Context: an optimization exercise on an open-source flow, tuned for small area. The choices shown serve that exercise and are no tape-out recipe. RTL that was checked went through simulation tests only; none was proved equivalent to the original. For run 3, only the layout was checked, not whether the RTL still works.

--- config.mk ---
export PLATFORM = sky130hd
export DESIGN_NAME = lfsr_memtest
export DESIGN_NICKNAME = lfsr_memtest
export VERILOG_FILES = /design/flow/design.v
export SDC_FILE = /design/flow/constraint.sdc
export NUM_CORES = 4
export LEC_CHECK = 0
export CAP_MARGIN = 20
export CORE_AREA = 5 5 315 315
export DIE_AREA = 0 0 320 320
export SLEW_MARGIN = 20
--- constraint.sdc ---
create_clock -name core_clock -period 5.0 [get_ports {clk}]
set_input_delay 1.0000 -clock core_clock [delete_from_list [all_inputs] [get_ports {clk}]]
set_output_delay 1.0000 -clock core_clock [all_outputs]
set_load 0.01 [all_outputs]
--- design.v ---
module lfsr_gen #(
    parameter DW = 256
) (
    input  wire          clk,
    input  wire          rst,     
    input  wire          ce,      
    output wire [DW-1:0] o        
);
    localparam NS = 31;
    localparam [NS-1:0] PSTAR = 31'h4dc6e371;
    reg  [NS-1:0] p;
    reg           z;
    wire [255:0]  x;
    always @(posedge clk) begin
        if (rst) begin
            p <= PSTAR;
            z <= 1'b1;
        end else if (ce) begin
            p <= o[NS-1:0];
            z <= 1'b0;
        end
    end
    assign x[255] = ~(p[30] ^ p[27]);
    assign x[254] = ~(p[29] ^ p[26]);
    assign x[253] = ~(p[28] ^ p[25]);
    assign x[252] = ~(p[27] ^ p[24]);
    assign x[251] = ~(p[26] ^ p[23]);
    assign x[250] = ~(p[25] ^ p[22]);
    assign x[249] = ~(p[24] ^ p[21]);
    assign x[248] = ~(p[23] ^ p[20]);
    assign x[247] = ~(p[22] ^ p[19]);
    assign x[246] = ~(p[21] ^ p[18]);
    assign x[245] = ~(p[20] ^ p[17]);
    assign x[244] = ~(p[19] ^ p[16]);
    assign x[243] = ~(p[18] ^ p[15]);
    assign x[242] = ~(p[17] ^ p[14]);
    assign x[241] = ~(p[16] ^ p[13]);
    assign x[240] = ~(p[15] ^ p[12]);
    assign x[239] = ~(p[14] ^ p[11]);
    assign x[238] = ~(p[13] ^ p[10]);
    assign x[237] = ~(p[12] ^ p[9]);
    assign x[236] = ~(p[11] ^ p[8]);
    assign x[235] = ~(p[10] ^ p[7]);
    assign x[234] = ~(p[9] ^ p[6]);
    assign x[233] = ~(p[8] ^ p[5]);
    assign x[232] = ~(p[7] ^ p[4]);
    assign x[231] = ~(p[6] ^ p[3]);
    assign x[230] = ~(p[5] ^ p[2]);
    assign x[229] = ~(p[4] ^ p[1]);
    assign x[228] = ~(p[3] ^ p[0]);
    assign x[227] = ~(p[2] ^ x[255]);
    assign x[226] = ~(p[1] ^ x[254]);
    assign x[225] = ~(p[0] ^ x[253]);
    assign x[224] = ~(p[30] ^ p[24]);
    assign x[223] = ~(p[29] ^ p[23]);
    assign x[222] = ~(p[28] ^ p[22]);
    assign x[221] = ~(p[27] ^ p[21]);
    assign x[220] = ~(p[26] ^ p[20]);
    assign x[219] = ~(p[25] ^ p[19]);
    assign x[218] = ~(p[24] ^ p[18]);
    assign x[217] = ~(p[23] ^ p[17]);
    assign x[216] = ~(p[22] ^ p[16]);
    assign x[215] = ~(p[21] ^ p[15]);
    assign x[214] = ~(p[20] ^ p[14]);
    assign x[213] = ~(p[19] ^ p[13]);
    assign x[212] = ~(p[18] ^ p[12]);
    assign x[211] = ~(p[17] ^ p[11]);
    assign x[210] = ~(p[16] ^ p[10]);
    assign x[209] = ~(p[15] ^ p[9]);
    assign x[208] = ~(p[14] ^ p[8]);
    assign x[207] = ~(p[13] ^ p[7]);
    assign x[206] = ~(p[12] ^ p[6]);
    assign x[205] = ~(p[11] ^ p[5]);
    assign x[204] = ~(p[10] ^ p[4]);
    assign x[203] = ~(p[9] ^ p[3]);
    assign x[202] = ~(p[8] ^ p[2]);
    assign x[201] = ~(p[7] ^ p[1]);
    assign x[200] = ~(p[6] ^ p[0]);
    assign x[199] = ~(p[5] ^ x[255]);
    assign x[198] = ~(p[4] ^ x[254]);
    assign x[197] = ~(p[3] ^ x[253]);
    assign x[196] = ~(p[2] ^ x[252]);
    assign x[195] = ~(p[1] ^ x[251]);
    assign x[194] = ~(p[0] ^ x[250]);
    assign x[193] = ~(x[224] ^ x[221]);
    assign x[192] = ~(x[223] ^ x[220]);
    assign x[191] = ~(x[222] ^ x[219]);
    assign x[190] = ~(x[221] ^ x[218]);
    assign x[189] = ~(x[220] ^ x[217]);
    assign x[188] = ~(x[219] ^ x[216]);
    assign x[187] = ~(x[218] ^ x[215]);
    assign x[186] = ~(x[217] ^ x[214]);
    assign x[185] = ~(x[216] ^ x[213]);
    assign x[184] = ~(x[215] ^ x[212]);
    assign x[183] = ~(x[214] ^ x[211]);
    assign x[182] = ~(x[213] ^ x[210]);
    assign x[181] = ~(x[212] ^ x[209]);
    assign x[180] = ~(x[211] ^ x[208]);
    assign x[179] = ~(x[210] ^ x[207]);
    assign x[178] = ~(x[209] ^ x[206]);
    assign x[177] = ~(x[208] ^ x[205]);
    assign x[176] = ~(x[207] ^ x[204]);
    assign x[175] = ~(x[206] ^ x[203]);
    assign x[174] = ~(x[205] ^ x[202]);
    assign x[173] = ~(x[204] ^ x[201]);
    assign x[172] = ~(x[203] ^ x[200]);
    assign x[171] = ~(x[202] ^ x[199]);
    assign x[170] = ~(x[201] ^ x[198]);
    assign x[169] = ~(x[200] ^ x[197]);
    assign x[168] = ~(x[230] ^ x[224]);
    assign x[167] = ~(x[229] ^ x[223]);
    assign x[166] = ~(x[228] ^ x[222]);
    assign x[165] = ~(x[196] ^ x[193]);
    assign x[164] = ~(x[195] ^ x[192]);
    assign x[163] = ~(x[194] ^ x[191]);
    assign x[162] = ~(p[30] ^ p[18]);
    assign x[161] = ~(p[29] ^ p[17]);
    assign x[160] = ~(p[28] ^ p[16]);
    assign x[159] = ~(p[27] ^ p[15]);
    assign x[158] = ~(p[26] ^ p[14]);
    assign x[157] = ~(p[25] ^ p[13]);
    assign x[156] = ~(p[24] ^ p[12]);
    assign x[155] = ~(p[23] ^ p[11]);
    assign x[154] = ~(p[22] ^ p[10]);
    assign x[153] = ~(p[21] ^ p[9]);
    assign x[152] = ~(p[20] ^ p[8]);
    assign x[151] = ~(p[19] ^ p[7]);
    assign x[150] = ~(p[18] ^ p[6]);
    assign x[149] = ~(p[17] ^ p[5]);
    assign x[148] = ~(p[16] ^ p[4]);
    assign x[147] = ~(p[15] ^ p[3]);
    assign x[146] = ~(p[14] ^ p[2]);
    assign x[145] = ~(p[13] ^ p[1]);
    assign x[144] = ~(p[12] ^ p[0]);
    assign x[143] = ~(p[11] ^ x[255]);
    assign x[142] = ~(p[10] ^ x[254]);
    assign x[141] = ~(p[9] ^ x[253]);
    assign x[140] = ~(p[8] ^ x[252]);
    assign x[139] = ~(p[7] ^ x[251]);
    assign x[138] = ~(p[6] ^ x[250]);
    assign x[137] = ~(p[5] ^ x[249]);
    assign x[136] = ~(p[4] ^ x[248]);
    assign x[135] = ~(p[3] ^ x[247]);
    assign x[134] = ~(p[2] ^ x[246]);
    assign x[133] = ~(p[1] ^ x[245]);
    assign x[132] = ~(p[0] ^ x[244]);
    assign x[131] = ~(x[162] ^ x[159]);
    assign x[130] = ~(x[161] ^ x[158]);
    assign x[129] = ~(x[160] ^ x[157]);
    assign x[128] = ~(x[159] ^ x[156]);
    assign x[127] = ~(x[158] ^ x[155]);
    assign x[126] = ~(x[157] ^ x[154]);
    assign x[125] = ~(x[156] ^ x[153]);
    assign x[124] = ~(x[155] ^ x[152]);
    assign x[123] = ~(x[154] ^ x[151]);
    assign x[122] = ~(x[153] ^ x[150]);
    assign x[121] = ~(x[152] ^ x[149]);
    assign x[120] = ~(x[151] ^ x[148]);
    assign x[119] = ~(x[150] ^ x[147]);
    assign x[118] = ~(x[149] ^ x[146]);
    assign x[117] = ~(x[148] ^ x[145]);
    assign x[116] = ~(x[147] ^ x[144]);
    assign x[115] = ~(x[146] ^ x[143]);
    assign x[114] = ~(x[145] ^ x[142]);
    assign x[113] = ~(x[144] ^ x[141]);
    assign x[112] = ~(x[236] ^ x[224]);
    assign x[111] = ~(x[235] ^ x[223]);
    assign x[110] = ~(x[234] ^ x[222]);
    assign x[109] = ~(x[233] ^ x[221]);
    assign x[108] = ~(x[232] ^ x[220]);
    assign x[107] = ~(x[231] ^ x[219]);
    assign x[106] = ~(x[230] ^ x[218]);
    assign x[105] = ~(x[229] ^ x[217]);
    assign x[104] = ~(x[228] ^ x[216]);
    assign x[103] = ~(x[134] ^ x[131]);
    assign x[102] = ~(x[133] ^ x[130]);
    assign x[101] = ~(x[132] ^ x[129]);
    assign x[100] = ~(x[162] ^ x[156]);
    assign x[99] = ~(x[161] ^ x[155]);
    assign x[98] = ~(x[160] ^ x[154]);
    assign x[97] = ~(x[159] ^ x[153]);
    assign x[96] = ~(x[158] ^ x[152]);
    assign x[95] = ~(x[157] ^ x[151]);
    assign x[94] = ~(x[156] ^ x[150]);
    assign x[93] = ~(x[155] ^ x[149]);
    assign x[92] = ~(x[154] ^ x[148]);
    assign x[91] = ~(x[153] ^ x[147]);
    assign x[90] = ~(x[152] ^ x[146]);
    assign x[89] = ~(x[151] ^ x[145]);
    assign x[88] = ~(x[150] ^ x[144]);
    assign x[87] = ~(x[149] ^ x[143]);
    assign x[86] = ~(x[148] ^ x[142]);
    assign x[85] = ~(x[147] ^ x[141]);
    assign x[84] = ~(x[146] ^ x[140]);
    assign x[83] = ~(x[145] ^ x[139]);
    assign x[82] = ~(x[144] ^ x[138]);
    assign x[81] = ~(x[112] ^ x[109]);
    assign x[80] = ~(x[111] ^ x[108]);
    assign x[79] = ~(x[110] ^ x[107]);
    assign x[78] = ~(x[109] ^ x[106]);
    assign x[77] = ~(x[108] ^ x[105]);
    assign x[76] = ~(x[107] ^ x[104]);
    assign x[75] = ~(x[137] ^ x[131]);
    assign x[74] = ~(x[136] ^ x[130]);
    assign x[73] = ~(x[135] ^ x[129]);
    assign x[72] = ~(x[134] ^ x[128]);
    assign x[71] = ~(x[133] ^ x[127]);
    assign x[70] = ~(x[132] ^ x[126]);
    assign x[69] = ~(x[100] ^ x[97]);
    assign x[68] = ~(x[99] ^ x[96]);
    assign x[67] = ~(x[98] ^ x[95]);
    assign x[66] = ~(x[97] ^ x[94]);
    assign x[65] = ~(x[96] ^ x[93]);
    assign x[64] = ~(x[95] ^ x[92]);
    assign x[63] = ~(x[94] ^ x[91]);
    assign x[62] = ~(x[93] ^ x[90]);
    assign x[61] = ~(x[92] ^ x[89]);
    assign x[60] = ~(x[91] ^ x[88]);
    assign x[59] = ~(x[90] ^ x[87]);
    assign x[58] = ~(x[89] ^ x[86]);
    assign x[57] = ~(x[88] ^ x[85]);
    assign x[56] = ~(x[118] ^ x[112]);
    assign x[55] = ~(x[117] ^ x[111]);
    assign x[54] = ~(x[116] ^ x[110]);
    assign x[53] = ~(x[84] ^ x[81]);
    assign x[52] = ~(x[83] ^ x[80]);
    assign x[51] = ~(x[82] ^ x[79]);
    assign x[50] = ~(x[112] ^ x[106]);
    assign x[49] = ~(x[111] ^ x[105]);
    assign x[48] = ~(x[110] ^ x[104]);
    assign x[47] = ~(x[78] ^ x[75]);
    assign x[46] = ~(x[77] ^ x[74]);
    assign x[45] = ~(x[76] ^ x[73]);
    assign x[44] = ~(x[106] ^ x[100]);
    assign x[43] = ~(x[105] ^ x[99]);
    assign x[42] = ~(x[104] ^ x[98]);
    assign x[41] = ~(x[72] ^ x[69]);
    assign x[40] = ~(x[71] ^ x[68]);
    assign x[39] = ~(x[70] ^ x[67]);
    assign x[38] = ~(p[30] ^ p[6]);
    assign x[37] = ~(p[29] ^ p[5]);
    assign x[36] = ~(p[28] ^ p[4]);
    assign x[35] = ~(p[27] ^ p[3]);
    assign x[34] = ~(p[26] ^ p[2]);
    assign x[33] = ~(p[25] ^ p[1]);
    assign x[32] = ~(p[24] ^ p[0]);
    assign x[31] = ~(p[23] ^ x[255]);
    assign x[30] = ~(p[22] ^ x[254]);
    assign x[29] = ~(p[21] ^ x[253]);
    assign x[28] = ~(p[20] ^ x[252]);
    assign x[27] = ~(p[19] ^ x[251]);
    assign x[26] = ~(p[18] ^ x[250]);
    assign x[25] = ~(p[17] ^ x[249]);
    assign x[24] = ~(p[16] ^ x[248]);
    assign x[23] = ~(p[15] ^ x[247]);
    assign x[22] = ~(p[14] ^ x[246]);
    assign x[21] = ~(p[13] ^ x[245]);
    assign x[20] = ~(p[12] ^ x[244]);
    assign x[19] = ~(p[11] ^ x[243]);
    assign x[18] = ~(p[10] ^ x[242]);
    assign x[17] = ~(p[9] ^ x[241]);
    assign x[16] = ~(p[8] ^ x[240]);
    assign x[15] = ~(p[7] ^ x[239]);
    assign x[14] = ~(p[6] ^ x[238]);
    assign x[13] = ~(p[5] ^ x[237]);
    assign x[12] = ~(p[4] ^ x[236]);
    assign x[11] = ~(p[3] ^ x[235]);
    assign x[10] = ~(p[2] ^ x[234]);
    assign x[9] = ~(p[1] ^ x[233]);
    assign x[8] = ~(p[0] ^ x[232]);
    assign x[7] = ~(x[38] ^ x[35]);
    assign x[6] = ~(x[37] ^ x[34]);
    assign x[5] = ~(x[36] ^ x[33]);
    assign x[4] = ~(x[35] ^ x[32]);
    assign x[3] = ~(x[34] ^ x[31]);
    assign x[2] = ~(x[33] ^ x[30]);
    assign x[1] = ~(x[32] ^ x[29]);
    assign x[0] = ~(x[248] ^ x[224]);
    assign o[255] = x[255] & ~z;
    assign o[254] = x[254];
    assign o[253] = x[253] & ~z;
    assign o[252] = x[252] & ~z;
    assign o[251] = x[251] & ~z;
    assign o[250] = x[250];
    assign o[249] = x[249];
    assign o[248] = x[248];
    assign o[247] = x[247];
    assign o[246] = x[246];
    assign o[245] = x[245];
    assign o[244] = x[244] & ~z;
    assign o[243] = x[243] & ~z;
    assign o[242] = x[242] & ~z;
    assign o[241] = x[241];
    assign o[240] = x[240];
    assign o[239] = x[239];
    assign o[238] = x[238];
    assign o[237] = x[237];
    assign o[236] = x[236];
    assign o[235] = x[235] & ~z;
    assign o[234] = x[234] & ~z;
    assign o[233] = x[233] & ~z;
    assign o[232] = x[232];
    assign o[231] = x[231];
    assign o[230] = x[230];
    assign o[229] = x[229];
    assign o[228] = x[228];
    assign o[227] = x[227];
    assign o[226] = x[226] & ~z;
    assign o[225] = x[225] & ~z;
    assign o[224] = x[224] & ~z;
    assign o[223] = x[223];
    assign o[222] = x[222];
    assign o[221] = x[221];
    assign o[220] = x[220];
    assign o[219] = x[219] & ~z;
    assign o[218] = x[218] & ~z;
    assign o[217] = x[217] & ~z;
    assign o[216] = x[216];
    assign o[215] = x[215];
    assign o[214] = x[214];
    assign o[213] = x[213];
    assign o[212] = x[212];
    assign o[211] = x[211];
    assign o[210] = x[210] & ~z;
    assign o[209] = x[209] & ~z;
    assign o[208] = x[208] & ~z;
    assign o[207] = x[207];
    assign o[206] = x[206];
    assign o[205] = x[205];
    assign o[204] = x[204];
    assign o[203] = x[203];
    assign o[202] = x[202];
    assign o[201] = x[201] & ~z;
    assign o[200] = x[200] & ~z;
    assign o[199] = x[199] & ~z;
    assign o[198] = x[198];
    assign o[197] = x[197];
    assign o[196] = x[196];
    assign o[195] = x[195];
    assign o[194] = x[194];
    assign o[193] = x[193];
    assign o[192] = x[192] & ~z;
    assign o[191] = x[191];
    assign o[190] = x[190];
    assign o[189] = x[189];
    assign o[188] = x[188];
    assign o[187] = x[187];
    assign o[186] = x[186];
    assign o[185] = x[185] & ~z;
    assign o[184] = x[184] & ~z;
    assign o[183] = x[183] & ~z;
    assign o[182] = x[182];
    assign o[181] = x[181];
    assign o[180] = x[180];
    assign o[179] = x[179];
    assign o[178] = x[178];
    assign o[177] = x[177];
    assign o[176] = x[176] & ~z;
    assign o[175] = x[175] & ~z;
    assign o[174] = x[174] & ~z;
    assign o[173] = x[173];
    assign o[172] = x[172];
    assign o[171] = x[171];
    assign o[170] = x[170];
    assign o[169] = x[169];
    assign o[168] = x[168];
    assign o[167] = x[167] & ~z;
    assign o[166] = x[166] & ~z;
    assign o[165] = x[165] & ~z;
    assign o[164] = x[164];
    assign o[163] = x[163] & ~z;
    assign o[162] = x[162] & ~z;
    assign o[161] = x[161];
    assign o[160] = x[160] & ~z;
    assign o[159] = x[159] & ~z;
    assign o[158] = x[158] & ~z;
    assign o[157] = x[157];
    assign o[156] = x[156];
    assign o[155] = x[155];
    assign o[154] = x[154];
    assign o[153] = x[153];
    assign o[152] = x[152];
    assign o[151] = x[151] & ~z;
    assign o[150] = x[150] & ~z;
    assign o[149] = x[149] & ~z;
    assign o[148] = x[148];
    assign o[147] = x[147];
    assign o[146] = x[146];
    assign o[145] = x[145];
    assign o[144] = x[144];
    assign o[143] = x[143];
    assign o[142] = x[142] & ~z;
    assign o[141] = x[141] & ~z;
    assign o[140] = x[140] & ~z;
    assign o[139] = x[139];
    assign o[138] = x[138];
    assign o[137] = x[137];
    assign o[136] = x[136];
    assign o[135] = x[135] & ~z;
    assign o[134] = x[134] & ~z;
    assign o[133] = x[133] & ~z;
    assign o[132] = x[132] & ~z;
    assign o[131] = x[131] & ~z;
    assign o[130] = x[130];
    assign o[129] = x[129];
    assign o[128] = x[128];
    assign o[127] = x[127];
    assign o[126] = x[126] & ~z;
    assign o[125] = x[125] & ~z;
    assign o[124] = x[124] & ~z;
    assign o[123] = x[123];
    assign o[122] = x[122];
    assign o[121] = x[121];
    assign o[120] = x[120];
    assign o[119] = x[119];
    assign o[118] = x[118];
    assign o[117] = x[117] & ~z;
    assign o[116] = x[116] & ~z;
    assign o[115] = x[115] & ~z;
    assign o[114] = x[114];
    assign o[113] = x[113];
    assign o[112] = x[112];
    assign o[111] = x[111];
    assign o[110] = x[110];
    assign o[109] = x[109];
    assign o[108] = x[108] & ~z;
    assign o[107] = x[107];
    assign o[106] = x[106];
    assign o[105] = x[105];
    assign o[104] = x[104] & ~z;
    assign o[103] = x[103] & ~z;
    assign o[102] = x[102];
    assign o[101] = x[101];
    assign o[100] = x[100];
    assign o[99] = x[99] & ~z;
    assign o[98] = x[98];
    assign o[97] = x[97];
    assign o[96] = x[96];
    assign o[95] = x[95];
    assign o[94] = x[94];
    assign o[93] = x[93];
    assign o[92] = x[92] & ~z;
    assign o[91] = x[91] & ~z;
    assign o[90] = x[90] & ~z;
    assign o[89] = x[89];
    assign o[88] = x[88];
    assign o[87] = x[87];
    assign o[86] = x[86];
    assign o[85] = x[85];
    assign o[84] = x[84];
    assign o[83] = x[83] & ~z;
    assign o[82] = x[82] & ~z;
    assign o[81] = x[81] & ~z;
    assign o[80] = x[80];
    assign o[79] = x[79] & ~z;
    assign o[78] = x[78] & ~z;
    assign o[77] = x[77];
    assign o[76] = x[76];
    assign o[75] = x[75];
    assign o[74] = x[74] & ~z;
    assign o[73] = x[73];
    assign o[72] = x[72];
    assign o[71] = x[71];
    assign o[70] = x[70] & ~z;
    assign o[69] = x[69] & ~z;
    assign o[68] = x[68];
    assign o[67] = x[67] & ~z;
    assign o[66] = x[66] & ~z;
    assign o[65] = x[65] & ~z;
    assign o[64] = x[64];
    assign o[63] = x[63];
    assign o[62] = x[62];
    assign o[61] = x[61];
    assign o[60] = x[60];
    assign o[59] = x[59];
    assign o[58] = x[58] & ~z;
    assign o[57] = x[57] & ~z;
    assign o[56] = x[56] & ~z;
    assign o[55] = x[55];
    assign o[54] = x[54];
    assign o[53] = x[53];
    assign o[52] = x[52];
    assign o[51] = x[51] & ~z;
    assign o[50] = x[50] & ~z;
    assign o[49] = x[49] & ~z;
    assign o[48] = x[48];
    assign o[47] = x[47];
    assign o[46] = x[46];
    assign o[45] = x[45] & ~z;
    assign o[44] = x[44] & ~z;
    assign o[43] = x[43];
    assign o[42] = x[42];
    assign o[41] = x[41];
    assign o[40] = x[40] & ~z;
    assign o[39] = x[39] & ~z;
    assign o[38] = x[38] & ~z;
    assign o[37] = x[37];
    assign o[36] = x[36];
    assign o[35] = x[35];
    assign o[34] = x[34];
    assign o[33] = x[33] & ~z;
    assign o[32] = x[32] & ~z;
    assign o[31] = x[31] & ~z;
    assign o[30] = x[30];
    assign o[29] = x[29];
    assign o[28] = x[28];
    assign o[27] = x[27];
    assign o[26] = x[26];
    assign o[25] = x[25];
    assign o[24] = x[24] & ~z;
    assign o[23] = x[23];
    assign o[22] = x[22];
    assign o[21] = x[21];
    assign o[20] = x[20];
    assign o[19] = x[19];
    assign o[18] = x[18];
    assign o[17] = x[17];
    assign o[16] = x[16];
    assign o[15] = x[15] & ~z;
    assign o[14] = x[14];
    assign o[13] = x[13];
    assign o[12] = x[12];
    assign o[11] = x[11];
    assign o[10] = x[10];
    assign o[9] = x[9];
    assign o[8] = x[8];
    assign o[7] = x[7];
    assign o[6] = x[6] & ~z;
    assign o[5] = x[5];
    assign o[4] = x[4];
    assign o[3] = x[3];
    assign o[2] = x[2];
    assign o[1] = x[1];
    assign o[0] = x[0];
endmodule
module lfsr_memtest #(
    parameter DW = 256,
    parameter AW = 24
) (
    input  wire          clk,
    input  wire          rst,
    input  wire [4:0]    host_cmd,
    input  wire [AW-1:0] host_wdata,
    output reg  [AW-1:0] host_rdata,
    output wire          w_stb,
    output wire [DW-1:0] w_data,
    input  wire          w_ack,
    input  wire          r_stb,
    input  wire [DW-1:0] r_data,
    output wire          r_ack
);
    localparam [15:0] MAGIC = 16'h361f;
    localparam [2:0] IDX_MAGIC   = 3'd0;
    localparam [2:0] IDX_W_RESET = 3'd1;
    localparam [2:0] IDX_W_SHOOT = 3'd2;
    localparam [2:0] IDX_LENGTH  = 3'd3;
    localparam [2:0] IDX_R_RESET = 3'd4;
    localparam [2:0] IDX_ERRORS  = 3'd5;
    wire       cmd_en  = host_cmd[4];
    wire       cmd_we  = host_cmd[3];
    wire [2:0] cmd_idx = host_cmd[2:0];
    wire       cmd_wr  = cmd_en & cmd_we;
    wire       cmd_rd  = cmd_en & ~cmd_we;
    reg [AW-1:0] length;
    reg [AW-1:0] err_count;
    reg          p_w_reset;    
    reg          p_w_shoot;
    reg          p_r_reset;
    always @(posedge clk) begin
        if (rst) begin
            length    <= {AW{1'b0}};
            p_w_reset <= 1'b0;
            p_w_shoot <= 1'b0;
            p_r_reset <= 1'b0;
        end else begin
            if (cmd_wr && cmd_idx == IDX_LENGTH)
                length <= host_wdata;
            p_w_reset <= cmd_wr && cmd_idx == IDX_W_RESET;
            p_w_shoot <= cmd_wr && cmd_idx == IDX_W_SHOOT;
            p_r_reset <= cmd_wr && cmd_idx == IDX_R_RESET;
        end
    end
    always @* begin
        host_rdata = {AW{1'b0}};
        if (cmd_rd) begin
            case (cmd_idx)
                IDX_MAGIC:  host_rdata = MAGIC;
                IDX_LENGTH: host_rdata = length;
                IDX_ERRORS: host_rdata = err_count;
                default:    host_rdata = {AW{1'b0}};
            endcase
        end
    end
    reg  [AW-1:0] remaining;
    wire          w_ce = w_stb & w_ack;
    assign w_stb = (remaining != {AW{1'b0}});
    always @(posedge clk) begin
        if (rst)
            remaining <= {AW{1'b0}};
        else if (p_w_shoot)
            remaining <= length;
        else if (w_ce)
            remaining <= remaining - 1'b1;
    end
    lfsr_gen #(.DW(DW)) u_wgen (
        .clk (clk),
        .rst (rst | p_w_reset),
        .ce  (w_ce),
        .o   (w_data)
    );
    wire [DW-1:0] expected;
    wire          mismatch = r_stb & (r_data != expected);
    assign r_ack = 1'b1;
    always @(posedge clk) begin
        if (rst | p_r_reset)
            err_count <= {AW{1'b0}};
        else if (mismatch)
            err_count <= err_count + 1'b1;
    end
    lfsr_gen #(.DW(DW)) u_rgen (
        .clk (clk),
        .rst (rst | p_r_reset),
        .ce  (r_stb),
        .o   (expected)
    );
endmodule
--- run.sh ---
#!/bin/bash
# synth_recipe.tcl (not shown) runs the flow's synth.tcl, then flattens the netlist and writes it again
# the make line also repeats each setting of config.mk as NAME=value (left out here)
make -C /OpenROAD-flow-scripts/flow DESIGN_CONFIG=/design/flow/config.mk WORK_HOME=/design/flow/orfs CLKGATE_MAP_FILE= SYNTH_SCRIPT=/design/flow/synth_recipe.tcl finish
==> report_table.html, run 1 <==
<table>
<tr><th>Metric</th><th>Value</th></tr>
<tr><th colspan="2">Job</th></tr>
<tr><td>Max-capacitance violation count</td><td>0</td></tr>
<tr><th colspan="2">Critical path</th></tr>
<tr><td>Reg2Reg Launch Point</td><td>u_rgen.p[1]$_SDFFE_PP0P_</td></tr>
<tr><td>Capturing point of the worst reg2reg path</td><td>err_count[12]$_SDFFE_PP0P_</td></tr>
<tr><td>Required @ worst endpoint</td><td>4.00 ns</td></tr>
<tr><td>Crit path launch type</td><td>register</td></tr>
<tr><td>Crit path max fanout</td><td>7</td></tr>
<tr><td>Endpoint class of the critical path</td><td>output pin</td></tr>
<tr><td>Worst R2R Setup Slack</td><td>about 0.33 ns</td></tr>
<tr><td>Worst Setup Path Type</td><td>reg -&gt; out</td></tr>
<tr><td>Cell depth of the worst flop-to-flop path</td><td>11</td></tr>
<tr><td>Critical path startpoint</td><td>u_wgen.p[22]$_SDFFE_PP1P_</td></tr>
<tr><td>Worst endpoint data arrival time</td><td>roughly 3.7 ns</td></tr>
<tr><th colspan="2">Die</th></tr>
<tr><td>Overall die width</td><td>320 µm</td></tr>
<tr><td>Core region area</td><td>95200 µm²</td></tr>
<tr><td>Cell row count</td><td>113</td></tr>
<tr><td>IO Count</td><td>roughly 570</td></tr>
<tr><td>Initial Utilization</td><td>between 10% and 20%</td></tr>
<tr><td>Die Height</td><td>between 300 and 400 µm</td></tr>
<tr><td>Die footprint</td><td>a little over 100000 µm²</td></tr>
<tr><th colspan="2">Timing</th></tr>
<tr><td>Final Max Tran Viols</td><td>0</td></tr>
<tr><td>Crit path setup slack, layout</td><td>between 0.3 and 0.4 ns</td></tr>
<tr><td>Worst Max-Slew Pin Slew</td><td>1.23 ns</td></tr>
<tr><td>Maximum achievable frequency</td><td>about 210 MHz</td></tr>
<tr><td>Worst clock skew</td><td>0.0159 ns</td></tr>
<tr><td>Aggregate negative setup slack</td><td>0 ns</td></tr>
<tr><td>Remaining max-slew budget at the tightest pin</td><td>between 10% and 20%</td></tr>
<tr><td>Part of the cycle the worst path needs</td><td>93.7%</td></tr>
<tr><td>Minimum hold slack</td><td>0.487 ns</td></tr>
<tr><td>Final setup fails</td><td>0</td></tr>
<tr><td>Hold Vio Cnt, Final</td><td>0</td></tr>
<tr><td>Crit path time final</td><td>~4.7 ns</td></tr>
<tr><td>RSZ-0062 raised after global routing</td><td>false</td></tr>
<tr><th colspan="2">Logic synthesis</th></tr>
<tr><td>Synthesized area</td><td>18300 µm²</td></tr>
<tr><td>Total number of yosys warnings</td><td>2</td></tr>
<tr><td>Number of unique standard cell types used by synthesis</td><td>82</td></tr>
<tr><td>Xor/xnor share of the synthesized area</td><td>around 42%</td></tr>
<tr><td>Predominant post-synthesis flop cell</td><td>dfxtp_1</td></tr>
<tr><td>Post-synthesis mux area share</td><td>between 2 and 3%</td></tr>
<tr><td>Synth Net Count</td><td>about 2600</td></tr>
<tr><td>Post-synthesis async set-or-reset flop share</td><td>0%</td></tr>
<tr><td>Mean instance size in the synthesized netlist</td><td>8.03 µm²</td></tr>
<tr><td>Sequential fraction of the synthesis area</td><td>between 15 and 20%</td></tr>
<tr><td>Complex-gate fraction of the synthesized area</td><td>approximately an eighth</td></tr>
<tr><td>Number of synthesized flops with an enable pin</td><td>0</td></tr>
<tr><td>Combinational family with the most area after synthesis</td><td>XOR/XNOR gates</td></tr>
<tr><td>Simple-gate share of the synthesized area</td><td>between 20% and 30%</td></tr>
<tr><td>Synthesized-area fraction occupied by adder cells</td><td>less than 1%</td></tr>
<tr><td>Post-synthesis cell count</td><td>between 2000 and 2500</td></tr>
<tr><td>Seq cells post-synth</td><td>about 140</td></tr>
<tr><th colspan="2">Clock network</th></tr>
<tr><td>Root buf cell</td><td>clkbuf_16</td></tr>
<tr><td>Clock tree from TritonCTS</td><td>built</td></tr>
<tr><td>Cts hold-fix bufs</td><td>0</td></tr>
<tr><td>Max Buffers Root-to-Sink</td><td>2</td></tr>
<tr><td>Number of sinks driven by the clock tree</td><td>around 140</td></tr>
<tr><td>Buffers inserted during post-CTS setup optimization</td><td>0</td></tr>
<tr><td>H-tree lvl count</td><td>4</td></tr>
<tr><td>Number of gates resized after cts</td><td>0</td></tr>
<tr><td>TritonCTS Buffers</td><td>17</td></tr>
<tr><td>Later-pin clock latency in the skew report</td><td>~0.44 ns</td></tr>
<tr><td>Clock-pin transition on the worst setup and hold timing paths</td><td>around 0.07 ns</td></tr>
<tr><th colspan="2">Finish</th></tr>
<tr><td>Share of final-layout standard cells stronger than drive strength 1</td><td>8.15%</td></tr>
<tr><td>Layout Area Growth over Synthesis</td><td>45.0%</td></tr>
<tr><td>Commonest non-fill, non-tap cell in the layout</td><td>clkdlybuf4s50_1</td></tr>
<tr><td>Net total in the final layout</td><td>between 3000 and 4000</td></tr>
<tr><td>Area occupied by registers</td><td>about 2800 µm²</td></tr>
<tr><td>Number of fill cells</td><td>between 10000 and 15000</td></tr>
<tr><td>Commonest non-fill, non-tap cells in the layout</td><td>clkdlybuf4s50_1 (567), xnor2_1 (436), nor2_1 (226)</td></tr>
<tr><td>Area used by multi-input combinational logic</td><td>approximately 15000 µm²</td></tr>
<tr><th colspan="2">Worst hold path</th></tr>
<tr><td>Endpoint of the worst hold-timing path</td><td>err_count[23]$_SDFFE_PP0P_</td></tr>
<tr><td>Min-delay src</td><td>err_count[23]$_SDFFE_PP0P_</td></tr>
<tr><td>Cells on Worst Hold Path</td><td>2</td></tr>
<tr><td>Tightest Hold Check Type</td><td>reg -&gt; reg</td></tr>
<tr><th colspan="2">Drt</th></tr>
<tr><td>Number of vias after detailed routing</td><td>20082</td></tr>
<tr><td>Drt total wl</td><td>111000 µm</td></tr>
<tr><td>Number of remaining DRC errors</td><td>0</td></tr>
<tr><td>TritonRoute pass-1 iters</td><td>6</td></tr>
<tr><td>Avg WL per Cell</td><td>between 20 and 30 µm</td></tr>
<tr><td>Number of nets with antenna violations after routing</td><td>0</td></tr>
<tr><td>Initial detailed-routing violation count</td><td>2500</td></tr>
<tr><td>Via density per instance</td><td>4.86</td></tr>
<tr><th colspan="2">Global route</th></tr>
<tr><td>Number of global-route vias before repair</td><td>between 15000 and 20000</td></tr>
<tr><td>First-pass GRT wire length</td><td>around 150000 µm</td></tr>
<tr><td>Total grt overflow</td><td>0</td></tr>
<tr><td>Pin count of the biggest net entering global routing</td><td>47</td></tr>
<tr><td>GR Util All Layers</td><td>20.3%</td></tr>
<tr><td>Initial antenna violation count</td><td>6</td></tr>
<tr><th colspan="2">Placement</th></tr>
<tr><td>Final weighted congestion in routability-driven placement</td><td>1.01</td></tr>
<tr><td># port buffers</td><td>about 570</td></tr>
<tr><td>Half-perimeter wire length of the detailed placement result</td><td>approximately 94000 µm</td></tr>
<tr><td>Worst slack, placed</td><td>between 0.1 and 0.15 ns</td></tr>
<tr><th colspan="2">Outcome</th></tr>
<tr><td>Result of the run</td><td>no timing/DRC/antenna violations</td></tr>
</table>
-- per-stage QoR --
stage	area [µm²]	util (%)	cells
2_1_floorplan	18300	-	2283
3_3_place_gp	25900	27.2	4091
3_5_place_dp	25900	27.3	4091
4_1_cts	26500	27.9	4123
5_1_grt	26600	27.9	4125
6_report	26600	27.9	4128
-- per-layer routing --
layer | GRT usage [%] | up-vias | routed length [µm]
li1 | - | 9000 | -
met1 | 27.7 | 9760 | 47600
met2 | 31.4 | 1123 | 48700
met3 | 4.58 | 197 | 10600
met4 | 7.06 | 2 | 4480
met5 | 0 | - | 8
-- registers in the layout, summed over array words and instances, names as in the netlist --
signal and count:
u_rgen.p 31, u_wgen.p 31, err_count 24, length 24, remaining 24, p_r_reset 1, p_w_reset 1, p_w_shoot 1
u_rgen.z 1, u_wgen.z 1
-- synthesized netlist by cell type (all sizes together), types with 22 or more instances --
| master | number | share of area (%) |
|---|---|---|
| or4 | 23 | 0.94 |
| a21oi | 123 | 3.4 |
| a22oi | 27 | 1.1 |
| mux2i | 46 | 2.5 |
| nor3 | 57 | 1.6 |
| o21ai | 63 | 1.7 |
| or3 | 32 | 1.1 |
| nor2 | 228 | 4.7 |
| nor4 | 36 | 1.3 |
| nor4b | 22 | 1.1 |
| clkbuf | 96 | 2.0 |
| nor2b | 35 | 1.2 |
| nand2 | 201 | 4.1 |
| xor2 | 195 | 9.6 |
| xnor2 | 467 | 24 |
| nand4 | 35 | 1.2 |
| dfxtp | 139 | 15 |
| inv | 36 | 0.74 |
| buf | 67 | 2.2 |
| nand3 | 39 | 1.1 |
| xnor3 | 59 | 7.3 |
-- area by class of cell --
cell class                 count  area share [%]
tap                         1265            5.96
clock inverter                15           0.721
inverter                      37           0.523
multi-input combinational   1944            55.2
timing repair buffer         707            25.5
antenna                        4          0.0377
sequential                   139            10.5
clock buffer                  17            1.60
-- worst max path at each step --
stage | end | slack (ns) | depth (start not counted)
after floorplan | err_count[16]$_SDFFE_PP0P_ | 1.14 | 12
after global placement | err_count[21]$_SDFFE_PP0P_ | 0.12 | 12
after detailed placement | err_count[23]$_SDFFE_PP0P_ | 0.13 | 12
after CTS | err_count[21]$_SDFFE_PP0P_ | 0.43 | 11
after global routing | err_count[4]$_SDFFE_PP0P_ | 0.17 | 11
final | w_data[45] | 0.31 | 6
-- worst max-delay path: stages, from the launching register on --
cell and delay (ns):
dfxtp_1 0.59, xnor2_1 0.28, xnor2_1 0.50, xnor2_1 0.30
or2_2 0.36, a21oi_1 0.54, clkdlybuf4s50_1 0.68
-- cells by family after synthesis --
logic type,after synthesis
AO/OA/AOI/OAI,343
XOR/XNOR,734
adder cells (fa/ha/maj),2
buffers and inverters,200
flip-flops,139
multiplexers,48
other,1
AND/OR/NAND/NOR,816
==> run 2, diff against run 1 <==
==> flow/run.sh (new file) <==
#!/bin/bash
# The standard layout, except that the port buffers are sky130_fd_sc_hd__buf_1
# instead of the buffer buffer_ports picks by default (clkdlybuf4s50_1).
set -euo pipefail
export BUFFER_PORTS_ARGS="-buffer_cell sky130_fd_sc_hd__buf_1"
bash standard.sh > standard_flow.log 2>&1
==> standard.sh (new file) <==
#!/bin/bash
# synth_recipe.tcl (not shown) runs the flow's synth.tcl, then flattens the netlist and writes it again
# the make line also repeats each setting of config.mk as NAME=value (left out here)
make -C /OpenROAD-flow-scripts/flow DESIGN_CONFIG=/design/flow/config.mk WORK_HOME=/design/flow/orfs CLKGATE_MAP_FILE= SYNTH_SCRIPT=/design/flow/synth_recipe.tcl "${@:-finish}"
removed: run.sh
==> report_table.html, run 2 <==
<table>
<tr><th>Metric</th><th>Value</th></tr>
<tr><th colspan="2">Logic synthesis</th></tr>
<tr><td>Synthesized area</td><td>approximately 18000 µm²</td></tr>
<tr><td>Ranking of synthesized cells by area</td><td>xnor2_1 (21%), dfxtp_1 (15%), xor2_1 (9.1%), xnor3_1 (7.3%), nor2_1 (4.7%)</td></tr>
<tr><td>Post-synthesis async set-or-reset flop share</td><td>0%</td></tr>
<tr><td>Sequential fraction of the synthesis area</td><td>15.2%</td></tr>
<tr><td>Post-synthesis cell count</td><td>approximately 2300</td></tr>
<tr><td>Mean instance size in the synthesized netlist</td><td>between 8 and 9 µm²</td></tr>
<tr><td>Number of unique standard cell types used by synthesis</td><td>82</td></tr>
<tr><td>Number of synthesized flops with an enable pin</td><td>0</td></tr>
<tr><td>Synth Net Count</td><td>around 2600</td></tr>
<tr><td>Total number of yosys warnings</td><td>2</td></tr>
<tr><td>Largest area contributor in the netlist</td><td>xnor2_1</td></tr>
<tr><td>Top cell type's share of synthesized area</td><td>between 20% and 30%</td></tr>
<tr><td>Seq cells post-synth</td><td>between 100 and 150</td></tr>
<tr><td>Most repeated cell in the gate-level netlist after synthesis</td><td>xnor2_1</td></tr>
<tr><td>Commonest cells post-synth</td><td>xnor2_1 (436), nor2_1 (228), nand2_1 (201), xor2_1 (190), dfxtp_1 (139)</td></tr>
<tr><td>Predominant post-synthesis flop cell</td><td>dfxtp_1</td></tr>
<tr><th colspan="2">Drt</th></tr>
<tr><td>Via density per instance</td><td>between 4 and 5</td></tr>
<tr><td>Initial detailed-routing violation count</td><td>~2400</td></tr>
<tr><td>Number of remaining DRC errors</td><td>0</td></tr>
<tr><td>Avg WL per Cell</td><td>approximately 26 µm</td></tr>
<tr><td>Number of vias after detailed routing</td><td>20332</td></tr>
<tr><td>Drt total wl</td><td>approximately 110000 µm</td></tr>
<tr><td>TritonRoute pass-1 iters</td><td>6</td></tr>
<tr><td>Number of nets with antenna violations after routing</td><td>0</td></tr>
<tr><th colspan="2">Global route</th></tr>
<tr><td>Initial antenna violation count</td><td>9</td></tr>
<tr><td>First-pass GRT wire length</td><td>~150000 µm</td></tr>
<tr><td>Total grt overflow</td><td>0</td></tr>
<tr><td>Pin count of the biggest net entering global routing</td><td>100</td></tr>
<tr><td>Number of global-route vias before repair</td><td>roughly 19000</td></tr>
<tr><td>GR Util All Layers</td><td>19.7%</td></tr>
<tr><th colspan="2">Die</th></tr>
<tr><td>Cell row count</td><td>approximately 110</td></tr>
<tr><td>Overall die width</td><td>320 µm</td></tr>
<tr><td>Core region area</td><td>between 90000 and 100000 µm²</td></tr>
<tr><td>Die Height</td><td>320 µm</td></tr>
<tr><td>Initial Utilization</td><td>about a fifth</td></tr>
<tr><td>Die footprint</td><td>~100000 µm²</td></tr>
<tr><td>IO Count</td><td>571</td></tr>
<tr><th colspan="2">Clock network</th></tr>
<tr><td>Max Buffers Root-to-Sink</td><td>2</td></tr>
<tr><td>Clock-pin transition on the worst setup and hold timing paths</td><td>0.06 ns</td></tr>
<tr><td>Number of gates resized after cts</td><td>0</td></tr>
<tr><td>Root buf cell</td><td>clkbuf_16</td></tr>
<tr><td>Clock tree from TritonCTS</td><td>built</td></tr>
<tr><td>Cts hold-fix bufs</td><td>0</td></tr>
<tr><td>Buffers inserted during post-CTS setup optimization</td><td>0</td></tr>
<tr><td>Number of sinks driven by the clock tree</td><td>139</td></tr>
<tr><td>H-tree lvl count</td><td>4</td></tr>
<tr><td>TritonCTS Buffers</td><td>17</td></tr>
<tr><td>Later-pin clock latency in the skew report</td><td>approximately 0.44 ns</td></tr>
<tr><th colspan="2">Timing</th></tr>
<tr><td>Worst Max-Slew Pin Slew</td><td>between 1 and 1.5 ns</td></tr>
<tr><td>Maximum achievable frequency</td><td>209 MHz</td></tr>
<tr><td>Final Max Tran Viols</td><td>0</td></tr>
<tr><td>Aggregate negative setup slack</td><td>0 ns</td></tr>
<tr><td>Crit path time final</td><td>between 4 and 5 ns</td></tr>
<tr><td>Final setup fails</td><td>0</td></tr>
<tr><td>Worst clock skew</td><td>0.0139 ns</td></tr>
<tr><td>Hold Vio Cnt, Final</td><td>0</td></tr>
<tr><td>Remaining max-slew budget at the tightest pin</td><td>between 10% and 20%</td></tr>
<tr><td>Part of the cycle the worst path needs</td><td>approximately 96%</td></tr>
<tr><td>RSZ-0062 raised after global routing</td><td>false</td></tr>
<tr><th colspan="2">Finish</th></tr>
<tr><td>Net total in the final layout</td><td>3119</td></tr>
<tr><td>Biggest registers after layout</td><td>u_rgen.p x31, u_wgen.p x31</td></tr>
<tr><td>Cell area after layout</td><td>approximately 23000 µm²</td></tr>
<tr><td>Number of fill cells</td><td>approximately 11000</td></tr>
<tr><td>Area used by multi-input combinational logic</td><td>about 15000 µm²</td></tr>
<tr><td>Commonest non-fill, non-tap cell in the layout</td><td>buf_1</td></tr>
<tr><td>Share of final-layout standard cells stronger than drive strength 1</td><td>7.53%</td></tr>
<tr><td>Fin cells</td><td>just over 4000</td></tr>
<tr><td>Layout Area Growth over Synthesis</td><td>24.7%</td></tr>
<tr><td>Commonest non-fill, non-tap cells in the layout</td><td>buf_1 (567), xnor2_1 (436), nor2_1 (226)</td></tr>
<tr><td>Area occupied by registers</td><td>between 2000 and 3000 µm²</td></tr>
<tr><th colspan="2">Critical path</th></tr>
<tr><td>Delay contributed by the slowest stage of the critical path</td><td>around 1.0 ns</td></tr>
<tr><td>Critical path buffers and inverters</td><td>1</td></tr>
<tr><td>Largest delay contributor family on the critical path</td><td>simple AND/OR/NAND/NOR gates</td></tr>
<tr><td>Endpoint class of the critical path</td><td>register</td></tr>
<tr><td>Cell mode on critical path</td><td>xnor2_1</td></tr>
<tr><td>Worst endpoint data arrival time</td><td>5.11 ns</td></tr>
<tr><td>Crit path launch type</td><td>register</td></tr>
<tr><td>Crit path max fanout</td><td>29</td></tr>
<tr><td>Cell with the largest stage delay on the worst path</td><td>dfxtp_1</td></tr>
<tr><td>Cell breakdown of the critical path</td><td>xnor2_1, xnor2_2, xor2_1, xnor2_1, nand3_1, nor4b_1, or4bb_1, nor4_4, buf_12, nor4_1, mux2i_1</td></tr>
<tr><td>Worst Setup Path Type</td><td>reg -&gt; reg</td></tr>
<tr><td>Required @ worst endpoint</td><td>about 5.3 ns</td></tr>
<tr><th colspan="2">Placement</th></tr>
<tr><td>Final weighted congestion in routability-driven placement</td><td>1.04</td></tr>
<tr><td># port buffers</td><td>roughly 570</td></tr>
<tr><td>Cell area reported after detailed placement</td><td>22200 µm²</td></tr>
<tr><td>Half-perimeter wire length of the detailed placement result</td><td>90500 µm</td></tr>
<tr><td>Post-placement cell count</td><td>~4100</td></tr>
<tr><th colspan="2">Outcome</th></tr>
<tr><td>Result of the run</td><td>no timing/DRC/antenna violations</td></tr>
<tr><th colspan="2">Job</th></tr>
<tr><td>Max-capacitance violation count</td><td>0</td></tr>
<tr><th colspan="2">Worst hold path</th></tr>
<tr><td>Tightest Hold Check Type</td><td>reg -&gt; reg</td></tr>
</table>
-- run 2: stage by stage --
step                utilization [%]  worst slack (ns)  hold slack [ns]
detailed placement             23.4             0.392            0.470
global placement               23.4             0.427            0.460
finish                         24.0             0.205            0.483
CTS                            24.0             0.366            0.485
floorplan                         -              1.14            0.444
global route                   24.0             0.168            0.510
-- run 2: worst min-delay path, delay by kind of cell (launching register included) --
kind / cells / cell delay [ns]
flops: 1 / 0.32
mux: 1 / 0.06
simple gates: 1 / 0.06
-- run 2: layer usage --
layer / up-vias / GRT usage (%) / wire length (µm)
li1: 8973 / - / -
met1: 9846 / 27.2 / 45600
met2: 1264 / 29.0 / 45500
met3: 243 / 4.52 / 11100
met4: 6 / 9.37 / 5890
met5: - / 0 / 41
-- run 2: final cells by class --
cell class,count,share of cell area [%]
timing repair buffer,689,13.4
clock inverter,14,0.696
tap,1265,6.93
sequential,139,12.2
antenna,6,0.0657
multi-input combinational,1944,64.2
inverter,37,0.608
clock buffer,18,1.88
-- run 2: path summary, 6_finish.rpt --
kind	start	endpoint	slack [ns]	cells after the start
max	u_rgen.p[3]$_SDFFE_PP0P_	err_count[12]$_SDFFE_PP0P_	0.21	11
min	err_count[12]$_SDFFE_PP0P_	err_count[12]$_SDFFE_PP0P_	0.48	2
max reg2reg	u_rgen.p[3]$_SDFFE_PP0P_	err_count[12]$_SDFFE_PP0P_	0.21	11
min reg2reg	err_count[12]$_SDFFE_PP0P_	err_count[12]$_SDFFE_PP0P_	0.48	2
-- run 2: logic make-up (layout without fill, tap and decap cells) --
kind of cell	Yosys count	in the layout	share of synthesized area, %
and+or+nand+nor	816	816	22.7
xor gates and xnor gates	734	734	42.5
AOI/OAI and AO/OA	343	343	11.9
buffers and inverters	200	758	4.90
DFF	139	139	15.2
muxes	48	48	2.64
adders and majority gates	2	2	0.137
other	1	7	0.0205
==> run 3, diff against run 2 <==
==> design.v (replaced) <==
module lfsr_gen #(
    parameter DW = 256
) (
    input  wire          clk,
    input  wire          rst,     
    input  wire          ce,      
    output wire [DW-1:0] o        
);
    localparam NS   = 31;
    localparam TAP0 = 27;
    localparam TAP1 = 30;
    reg [NS-1:0] state;
    reg [DW-1:0] word;
    reg [NS+DW-1:0] stream;
    integer p;
    always @* begin
        stream = {state, {DW{1'b0}}};
        for (p = DW - 1; p >= 0; p = p - 1)
            stream[p] = ~(stream[p+1+TAP0] ^ stream[p+1+TAP1]);
    end
    always @(posedge clk) begin
        if (rst) begin
            state <= {NS{1'b0}};
            word  <= {DW{1'b0}};
        end else if (ce) begin
            state <= stream[NS-1:0];
            word  <= stream[DW-1:0];
        end
    end
    assign o = word;
endmodule
module lfsr_memtest #(
    parameter DW = 256,
    parameter AW = 24
) (
    input  wire          clk,
    input  wire          rst,
    input  wire [4:0]    host_cmd,
    input  wire [AW-1:0] host_wdata,
    output reg  [AW-1:0] host_rdata,
    output wire          w_stb,
    output wire [DW-1:0] w_data,
    input  wire          w_ack,
    input  wire          r_stb,
    input  wire [DW-1:0] r_data,
    output wire          r_ack
);
    localparam [15:0] MAGIC = 16'h361f;
    localparam [2:0] IDX_MAGIC   = 3'd0;
    localparam [2:0] IDX_W_RESET = 3'd1;
    localparam [2:0] IDX_W_SHOOT = 3'd2;
    localparam [2:0] IDX_LENGTH  = 3'd3;
    localparam [2:0] IDX_R_RESET = 3'd4;
    localparam [2:0] IDX_ERRORS  = 3'd5;
    wire       cmd_en  = host_cmd[4];
    wire       cmd_we  = host_cmd[3];
    wire [2:0] cmd_idx = host_cmd[2:0];
    wire       cmd_wr  = cmd_en & cmd_we;
    wire       cmd_rd  = cmd_en & ~cmd_we;
    reg [AW-1:0] length;
    reg [AW-1:0] err_count;
    reg          p_w_reset;    
    reg          p_w_shoot;
    reg          p_r_reset;
    always @(posedge clk) begin
        if (rst) begin
            length    <= {AW{1'b0}};
            p_w_reset <= 1'b0;
            p_w_shoot <= 1'b0;
            p_r_reset <= 1'b0;
        end else begin
            if (cmd_wr && cmd_idx == IDX_LENGTH)
                length <= host_wdata;
            p_w_reset <= cmd_wr && cmd_idx == IDX_W_RESET;
            p_w_shoot <= cmd_wr && cmd_idx == IDX_W_SHOOT;
            p_r_reset <= cmd_wr && cmd_idx == IDX_R_RESET;
        end
    end
    always @* begin
        host_rdata = {AW{1'b0}};
        if (cmd_rd) begin
            case (cmd_idx)
                IDX_MAGIC:  host_rdata = MAGIC;
                IDX_LENGTH: host_rdata = length;
                IDX_ERRORS: host_rdata = err_count;
                default:    host_rdata = {AW{1'b0}};
            endcase
        end
    end
    reg  [AW-1:0] remaining;
    wire          w_ce = w_stb & w_ack;
    assign w_stb = (remaining != {AW{1'b0}});
    always @(posedge clk) begin
        if (rst)
            remaining <= {AW{1'b0}};
        else if (p_w_shoot)
            remaining <= length;
        else if (w_ce)
            remaining <= remaining - 1'b1;
    end
    lfsr_gen #(.DW(DW)) u_wgen (
        .clk (clk),
        .rst (rst | p_w_reset),
        .ce  (w_ce),
        .o   (w_data)
    );
    wire [DW-1:0] expected;
    wire          mismatch = r_stb & (r_data != expected);
    assign r_ack = 1'b1;
    always @(posedge clk) begin
        if (rst | p_r_reset)
            err_count <= {AW{1'b0}};
        else if (mismatch)
            err_count <= err_count + 1'b1;
    end
    lfsr_gen #(.DW(DW)) u_rgen (
        .clk (clk),
        .rst (rst | p_r_reset),
        .ce  (r_stb),
        .o   (expected)
    );
endmodule
==> run.sh (new file) <==
#!/bin/bash
# synth_recipe.tcl (not shown) runs the flow's synth.tcl, then flattens the netlist and writes it again
# the make line also repeats each setting of config.mk as NAME=value (left out here)
make -C /OpenROAD-flow-scripts/flow DESIGN_CONFIG=/design/flow/config.mk WORK_HOME=/design/flow/orfs CLKGATE_MAP_FILE= SYNTH_SCRIPT=/design/flow/synth_recipe.tcl finish
removed: flow/run.sh
removed: standard.sh
==> report_table.html, run 3 <==
<table>
<tr><th>Metric</th><th>Value</th></tr>
<tr><th colspan="2">Drt</th></tr>
<tr><td>Number of nets with antenna violations after routing</td><td>0</td></tr>
<tr><td>Initial detailed-routing violation count</td><td>between 2000 and 3000</td></tr>
<tr><td>Number of remaining DRC errors</td><td>0</td></tr>
<tr><td>Drt total wl</td><td>122000 µm</td></tr>
<tr><td>Avg WL per Cell</td><td>about 23 µm</td></tr>
<tr><td>Number of vias after detailed routing</td><td>~26000</td></tr>
<tr><td>TritonRoute pass-1 iters</td><td>5</td></tr>
<tr><td>Via density per instance</td><td>4.93</td></tr>
<tr><th colspan="2">Clock network</th></tr>
<tr><td>Later-pin clock latency in the skew report</td><td>approximately 0.65 ns</td></tr>
<tr><td>Max Buffers Root-to-Sink</td><td>3</td></tr>
<tr><td>Clock-pin transition on the worst setup and hold timing paths</td><td>0.06 ns</td></tr>
<tr><td>Number of sinks driven by the clock tree</td><td>587</td></tr>
<tr><td>Clock tree from TritonCTS</td><td>built</td></tr>
<tr><td>H-tree lvl count</td><td>3</td></tr>
<tr><td>Root buf cell</td><td>clkbuf_16</td></tr>
<tr><td>TritonCTS Buffers</td><td>approximately 70</td></tr>
<tr><th colspan="2">Logic synthesis</th></tr>
<tr><td>Post-synthesis cell count</td><td>about 3500</td></tr>
<tr><td>Simple-gate share of the synthesized area</td><td>between 15 and 20%</td></tr>
<tr><td>Most repeated cell in the gate-level netlist after synthesis</td><td>xnor2_1</td></tr>
<tr><td>Post-synthesis async set-or-reset flop share</td><td>0%</td></tr>
<tr><td>Commonest cells post-synth</td><td>xnor2_1 (665), dfxtp_1 (587), nand2_1 (524), nor2_1 (436), a21oi_1 (378)</td></tr>
<tr><td>Number of unique standard cell types used by synthesis</td><td>53</td></tr>
<tr><td>Synth Net Count</td><td>about 3800</td></tr>
<tr><td>Complex-gate fraction of the synthesized area</td><td>between 7 and 8%</td></tr>
<tr><td>Post-synthesis mux area share</td><td>7.32%</td></tr>
<tr><td>Mean instance size in the synthesized netlist</td><td>approximately 8.5 µm²</td></tr>
<tr><td>Synthesized-area fraction occupied by adder cells</td><td>less than 1%</td></tr>
<tr><td>Seq cells post-synth</td><td>587</td></tr>
<tr><td>Sequential fraction of the synthesis area</td><td>40.0%</td></tr>
<tr><td>Ranking of synthesized cells by area</td><td>dfxtp_1 (40%), xnor2_1 (20%), mux2i_1 (7.3%), nand2_1 (6.7%), a21oi_1 (6.4%)</td></tr>
<tr><td>Largest area contributor in the netlist</td><td>dfxtp_1</td></tr>
<tr><td>Number of synthesized flops with an enable pin</td><td>0</td></tr>
<tr><td>Xor/xnor share of the synthesized area</td><td>between 20% and 30%</td></tr>
<tr><td>Predominant post-synthesis flop cell</td><td>dfxtp_1</td></tr>
<tr><td>Top cell type's share of synthesized area</td><td>roughly two fifths</td></tr>
<tr><td>Total number of yosys warnings</td><td>2</td></tr>
<tr><td>Synthesized area</td><td>just under 30000 µm²</td></tr>
<tr><td>Combinational family with the most area after synthesis</td><td>XOR/XNOR gates</td></tr>
<tr><th colspan="2">Placement</th></tr>
<tr><td>Final weighted congestion in routability-driven placement</td><td>between 0.9 and 1</td></tr>
<tr><td>Post-placement cell count</td><td>a little over 5000</td></tr>
<tr><td>Half-perimeter wire length of the detailed placement result</td><td>approximately 90000 µm</td></tr>
<tr><td># port buffers</td><td>between 500 and 600</td></tr>
<tr><th colspan="2">Timing</th></tr>
<tr><td>Crit path time final</td><td>roughly 4.7 ns</td></tr>
<tr><td>Maximum achievable frequency</td><td>roughly 210 MHz</td></tr>
<tr><td>Worst Max-Slew Pin Slew</td><td>~1.2 ns</td></tr>
<tr><td>Part of the cycle the worst path needs</td><td>between 90% and 100%</td></tr>
<tr><td>RSZ-0062 raised after global routing</td><td>false</td></tr>
<tr><td>Hold Vio Cnt, Final</td><td>0</td></tr>
<tr><td>Remaining max-slew budget at the tightest pin</td><td>17.1%</td></tr>
<tr><td>Final Max Tran Viols</td><td>0</td></tr>
<tr><td>Worst clock skew</td><td>~0.035 ns</td></tr>
<tr><td>Aggregate negative setup slack</td><td>0 ns</td></tr>
<tr><td>Final setup fails</td><td>0</td></tr>
<tr><th colspan="2">Finish</th></tr>
<tr><td>Commonest non-fill, non-tap cells in the layout</td><td>xnor2_1 (663), dfxtp_1 (587), clkdlybuf4s50_1 (567)</td></tr>
<tr><td>Final Util</td><td>about two fifths</td></tr>
<tr><td>Share of final-layout standard cells stronger than drive strength 1</td><td>a little over 6%</td></tr>
<tr><td>Biggest registers after layout</td><td>u_rgen.word x256, u_wgen.word x256</td></tr>
<tr><td>Fin cells</td><td>5257</td></tr>
<tr><td>Net total in the final layout</td><td>between 4000 and 5000</td></tr>
<tr><td>Commonest non-fill, non-tap cell in the layout</td><td>xnor2_1</td></tr>
<tr><td>Number of fill cells</td><td>9628</td></tr>
<tr><td>Layout Area Growth over Synthesis</td><td>32.4%</td></tr>
<tr><th colspan="2">Global route</th></tr>
<tr><td>GR Util All Layers</td><td>between 20 and 25%</td></tr>
<tr><td>First-pass GRT wire length</td><td>approximately 170000 µm</td></tr>
<tr><td>Pin count of the biggest net entering global routing</td><td>between 100 and 150</td></tr>
<tr><td>Total grt overflow</td><td>0</td></tr>
<tr><td>Initial antenna violation count</td><td>6</td></tr>
<tr><td>Number of global-route vias before repair</td><td>approximately 25000</td></tr>
<tr><th colspan="2">Die</th></tr>
<tr><td>Initial Utilization</td><td>between 30 and 40%</td></tr>
<tr><td>Overall die width</td><td>roughly 320 µm</td></tr>
<tr><td>Core region area</td><td>about 95000 µm²</td></tr>
<tr><td>Die footprint</td><td>just over 100000 µm²</td></tr>
<tr><td>IO Count</td><td>571</td></tr>
<tr><td>Die Height</td><td>around 320 µm</td></tr>
<tr><td>Cell row count</td><td>around 110</td></tr>
<tr><th colspan="2">Worst hold path</th></tr>
<tr><td>Tightest Hold Check Type</td><td>reg -&gt; reg</td></tr>
<tr><th colspan="2">Critical path</th></tr>
<tr><td>Delay contributed by the slowest stage of the critical path</td><td>a little under 0.7 ns</td></tr>
<tr><td>Endpoint class of the critical path</td><td>output pin</td></tr>
<tr><td>Cell breakdown of the critical path</td><td>clkdlybuf4s50_1, or2_2, a21oi_1, o21ai_1, inv_1, nand2_2, nor2_1, clkdlybuf4s50_1</td></tr>
<tr><td>Crit path launch type</td><td>input port</td></tr>
<tr><td>Worst endpoint data arrival time</td><td>between 3 and 4 ns</td></tr>
<tr><td>Worst Setup Path Type</td><td>in -&gt; out</td></tr>
<tr><td>Cell mode on critical path</td><td>clkdlybuf4s50_1</td></tr>
<tr><td>Worst R2R Setup Slack</td><td>about 1.5 ns</td></tr>
<tr><td>Required @ worst endpoint</td><td>roughly 4 ns</td></tr>
<tr><td>Crit path max fanout</td><td>15</td></tr>
<tr><td>Cell with the largest stage delay on the worst path</td><td>clkdlybuf4s50_1</td></tr>
<tr><th colspan="2">Job</th></tr>
<tr><td>Max-capacitance violation count</td><td>0</td></tr>
<tr><th colspan="2">Outcome</th></tr>
<tr><td>Result of the run</td><td>no timing/DRC/antenna violations</td></tr>
</table>
==> run 3: cell types whose count changed in the layout (fill, tap and decap cells not counted), sizes merged, moves of 169 or more <==
| cell | before | now |
|---|---|---|
| a21oi | 123 | 378 |
| buf | 687 | 96 |
| clkdlybuf4s50 | 0 | 567 |
| dfxtp | 139 | 587 |
| mux2i | 46 | 215 |
| nand2 | 201 | 524 |
| nor2 | 228 | 436 |
| xnor2 | 467 | 668 |
==> run 3: layout make-up <==
type	instances	area [µm²]	share of cell area [%]
multi-input combinational	2596	16500	42.3
sequential	587	11800	30.2
timing repair buffer	663	6550	16.8
clock buffer	105	2150	5.51
tap	1265	1580	4.06
clock inverter	27	402	1.03
inverter	10	38.8	0.0996
antenna	4	10.0	0.0257
==> run 3: final timing paths <==
kind                           startpoint                            end  depth (start not counted)
max                           host_cmd[0]                 host_rdata[23]                          8
min          u_wgen.word[61]$_SDFFE_PP0P_   u_wgen.word[61]$_SDFFE_PP0P_                          2
max reg2reg     remaining[2]$_SDFFE_PP0P_  u_wgen.word[101]$_SDFFE_PP0P_                          8
min reg2reg  u_wgen.word[61]$_SDFFE_PP0P_   u_wgen.word[61]$_SDFFE_PP0P_                          2
==> run 3: logic make-up after synthesis <==
logic type	count (synthesis)
flip-flops	587
AND/OR/NAND/NOR	1133
adder cells (fa/ha/maj)	3
buffers and inverters	283
other	1
multiplexers	215
AO/OA/AOI/OAI	431
XOR/XNOR	813
==> run 3: per-layer routing <==
layer | vias up | part of all wire, % | GRT usage (%)
met5 | - | 0.023 | 0
met4 | 4 | 4.5 | 9.18
met3 | 231 | 8.1 | 5.01
met2 | 1122 | 44 | 35.5
met1 | 12334 | 43 | 30.0
li1 | 12200 | - | -
==> run 3: per-stage QoR <==
stage / setup slack, ns / hold WS [ns] / cell area (µm²)
6_report: 0.334 / 0.449 / 38900
5_1_grt: 0.200 / 0.462 / 38900
4_1_cts: 0.171 / 0.450 / 38900
3_5_place_dp: 0.178 / 0.444 / 36400
3_3_place_gp: 0.207 / 0.438 / 36400
2_1_floorplan: 1.27 / 0.448 / 29400
==> run 3: what timing repair did <==
item                       4_1_cts  5_1_grt
gates resized for setup          0        1
buffers inserted                 0        0
hold buffers                     0        0
setup endpoints to repair        0        8
==> run 3: worst max-delay path: cells and delay by family <==
kind            cells  cell delay [ns]
simple gates        3             0.72
buf+inv             3             1.32
compound gates      2             0.61

-- static timing again, ports no longer ideal --
The results above use ideal ports. As a check the final layouts listed here were re-extracted and re-timed, cells and wires unchanged.
Step 1: set_driving_cell puts a clkbuf_16 on clk and a buf_2 on each other input, an assumption about the parent block.
Step 2 also shifts input and output timing later by t, the mid clock arrival at the registers, as if the neighbouring blocks saw the same clock.
Three values: ideal, step 1, step 2; two values: the first two.
run | t, ns | setup WS [ns] | hold WS [ns] | worst data-port slew with drivers (ns) | cell pins on the clock port's net
run 1 | 0.474 | 0.313 / 0.252 / 0.020 | 0.487 / 0.487 / 0.487 | 0.13 | 1
run 2 | 0.477 | 0.205 / 0.205 / 0.205 | 0.483 / 0.483 / 0.483 | 0.14 | 1
run 3 | 0.687 | 0.334 / 0.299 / 0.305 | 0.449 / 0.449 / 0.449 | 0.13 | 1
After both steps setup and hold are still met in every run listed. For run 1, which loses most, drivers alone change the setup slack by -0.061 ns; drivers and shift together by -0.293 ns.
